Background: an optimization exercise with open tools, aiming at small area, a short achievable clock period and few clock cycles per item. Do not read the settings as production practice.
At most, simulation tests tie the RTL to the original design; equivalence was not proved.
No activity file was given, so power comes from the tool's default toggle rates.

Design ct_meas, start of the top module:
module ct_meas (
    input  wire        clk,
    input  wire        rst,         
    input  wire        start,       
    input  wire        mode,        
    input  wire [1:0]  chan,        
    input  wire [15:0] raw,         
    output wire        ready,
    output reg         done,
    output reg         accept,
    output reg  [1:0]  chan_next,
    output wire [34:0] ohms,
    output wire [15:0] vmv,
    output wire [27:0] digits,      
    output reg         alert
);
Settings: LEC_CHECK=0, CAP_MARGIN=20, CORE_MARGIN=2, CORE_UTILIZATION=40, SETUP_SLACK_MARGIN=5, SLEW_MARGIN=20; clock period 10.0 ns.
standard.sh (not shown) runs the stock make flow with config.mk's settings and CLKGATE_MAP_FILE= SYNTH_SCRIPT=/design/flow/synth_recipe.tcl, a recipe that flattens the netlist after the stock synthesis.
==> flow/flow/run.sh <==
#!/bin/bash
# Own flow: the standard layout (standard synthesis unchanged), with
# - port buffers of a plain buffer cell (every port still gets one).
set -euo pipefail
MARGIN=$(cat flow/margin.txt)
PORTBUF=$(cat flow/portbuf.txt)
bash standard.sh SETUP_SLACK_MARGIN="$MARGIN" "BUFFER_PORTS_ARGS=-buffer_cell $PORTBUF" finish > flow_standard.log 2>&1
==> flow/flow/margin.txt <==
6.5
==> flow/flow/portbuf.txt <==
sky130_fd_sc_hd__buf_2
Then changed:
--- a/flow/design.v
+++ b/flow/design.v
@@ -1,19 +1,19 @@
 module ct_meas (
     input  wire        clk,
     input  wire        rst,         
     input  wire        start,       
     input  wire        mode,        
     input  wire [1:0]  chan,        
     input  wire [15:0] raw,         
-    output wire        ready,
+    output reg         ready,
     output reg         done,
     output reg         accept,
     output reg  [1:0]  chan_next,
     output wire [34:0] ohms,
     output wire [15:0] vmv,
     output wire [27:0] digits,      
     output reg         alert
 );
     localparam [1:0] F_IDLE  = 2'd0,
                      F_NODIV = 2'd1,
                      F_DIV   = 2'd2;
@@ -26,29 +26,33 @@
     reg [26:0] rem;            
     reg [5:0]  cnt;            
     reg        step1, step2;   
     reg        xb;             
     reg        qd;             
     reg [34:0] q;
     reg [27:0] bcd;
     reg        fin;            
     reg        b_md, b_neg, b_acc, b_al;
     reg [1:0]  b_ch, b_cn;
     reg        vneg;           
+    reg [6:0]  dfix;           
     wire neg  = s[15];
     wire last = (cnt == 6'd1);
     assign ohms   = q;
     assign vmv    = q[15:0] ^ {16{vneg}};
-    assign digits = bcd;
-    assign ready = (state == F_IDLE) || (state == F_NODIV) ||
-                   (state == F_DIV && last);
+    genvar g;
+    generate
+        for (g = 0; g < 7; g = g + 1) begin : dout
+            assign digits[4*g +: 4] = dfix[g] ? bcd[4*g +: 4] - 4'd6 : bcd[4*g +: 4];
+        end
+    endgenerate
     wire take = start && ready;
     wire signed [15:0] sraw = raw;
     wire in_lo  = (sraw <= 16'sd8000);
     wire in_hi  = (sraw >= 16'sd24000);
     wire in_pos = !raw[15] && (raw != 16'd0);
     wire in_acc = (!in_lo && !in_hi) || (chan == 2'd3 && in_lo) ||
                   (chan == 2'd0 && in_hi);
     wire in_nodiv = !mode && (!in_acc || !in_pos);
     wire [1:0] lsel = raw[14] ? 2'd3 : (raw[13] || chan != 2'd3) ? 2'd2 :
                       raw[12] ? 2'd1 : 2'd0;
     reg [15:0] r_init;
@@ -128,34 +132,28 @@
         case ({b_md, b_ch})
             3'd0:    kb6 = 28'hFFFF67A;    
             3'd1:    kb6 = 28'hFFF68B6;    
             3'd2:    kb6 = 28'hFF66666;    
             3'd3:    kb6 = 28'hF998666;    
             default: kb6 = 28'h6666666;
         endcase
     end
     wire [29:0] bc_w  = {1'b0, bcd, 1'b1} + {1'b0, kb6, b_md ? b_neg : qd};
     wire [27:0] xs    = bc_w[28:1];
     wire [6:0]  dcy;
-    genvar g;
     generate
         for (g = 0; g < 6; g = g + 1) begin : dcarry
             assign dcy[g] = xs[4*g+4] ^ bcd[4*g+4] ^ kb6[4*g+4];
         end
     endgenerate
     assign dcy[6] = bc_w[29];
-    reg [27:0] bcd_cor;
-    always @(*) begin
-        for (i = 0; i < 7; i = i + 1)
-            bcd_cor[4*i +: 4] = dcy[i] ? xs[4*i +: 4] : xs[4*i +: 4] - 4'd6;
-    end
     always @(posedge clk) begin
         if (take) begin
             s   <= raw;
             ch  <= chan;
             md  <= mode;
             slo <= in_lo;
             shi <= in_hi;
         end
         rem   <= take ? rem_init : rem_n;
         cnt   <= take ? cnt_init : cnt - 6'd1;
         xb    <= xb_nx;
@@ -164,37 +162,40 @@
         step2 <= step1;
         if (state != F_IDLE && (step1 || state == F_NODIV)) begin
             b_md  <= md;
             b_neg <= neg;
             b_ch  <= ch;
             b_acc <= acc_i;
             b_cn  <= cn_i;
             b_al  <= !md && ch == 2'd0 && !neg && s >= 16'd30295;
         end
         if (fin) begin
             q         <= q_cor;
-            bcd       <= bcd_cor;
+            bcd       <= xs;
+            dfix      <= ~dcy;
             accept    <= b_acc;
             chan_next <= b_cn;
             vneg      <= b_md && b_neg;
             alert     <= b_al;
         end else if (step2) begin
             q   <= {34'd0, qd};
             bcd <= {27'd0, qd};
         end else begin
             q   <= {q[33:0], qd};
             bcd <= {bcd_adj[26:0], qd};
         end
         if (rst) begin
             state <= F_IDLE;
             fin   <= 1'b0;
             done  <= 1'b0;
+            ready <= 1'b1;
         end else begin
+            ready <= take ? in_nodiv : (state != F_DIV || cnt <= 6'd2);
             done <= fin;
             fin  <= (state == F_NODIV) || (state == F_DIV && last);
             if (take)
                 state <= in_nodiv ? F_NODIV : F_DIV;
             else if (state != F_DIV || last)
                 state <= F_IDLE;
         end
     end
 endmodule
Synthesized cell count goes up by 5.0%.
First-iteration DRC count goes down by 6.4%.
Clock power goes up by about 1%.
Flip-flop and latch count goes up by 8.
Cell count goes up by 4.7%.
Clock skew barely changes.
Testbench counts after the change, summed over its fixed seeds: cycles 29,712, items 2,048.
For the first run of this note, only the layout was checked, not whether the RTL still works.

-- what the ideal ports hide --
The flow's constraints put no driver on any port. The routed layouts listed below were extracted and timed again, unchanged, in two steps.
Step 1 sets driving cells, clkbuf_16 on the clock port and buf_2 on the other inputs (assumed; they add their load-dependent delay and slew).
Step 2 times the ports against the registers' clock, not the clock port: input delays grow and output delays shrink by t, the midpoint of the rising clock arrivals with the driver on.
Three values: no drivers, after step 1, after step 2; two values: the first two.
run | shift t [ns] | slack for setup (ns) | worst data-port slew with drivers (ns)
the first run | 0.481 | 6.101 / 6.101 / 6.064 | 0.14
the second run | 0.475 | 6.510 / 6.461 / 6.140 | 0.06
After both steps setup and hold are still met in every run listed. For the second run, which loses most, drivers alone change the setup slack by -0.049 ns; drivers and shift together by -0.370 ns.
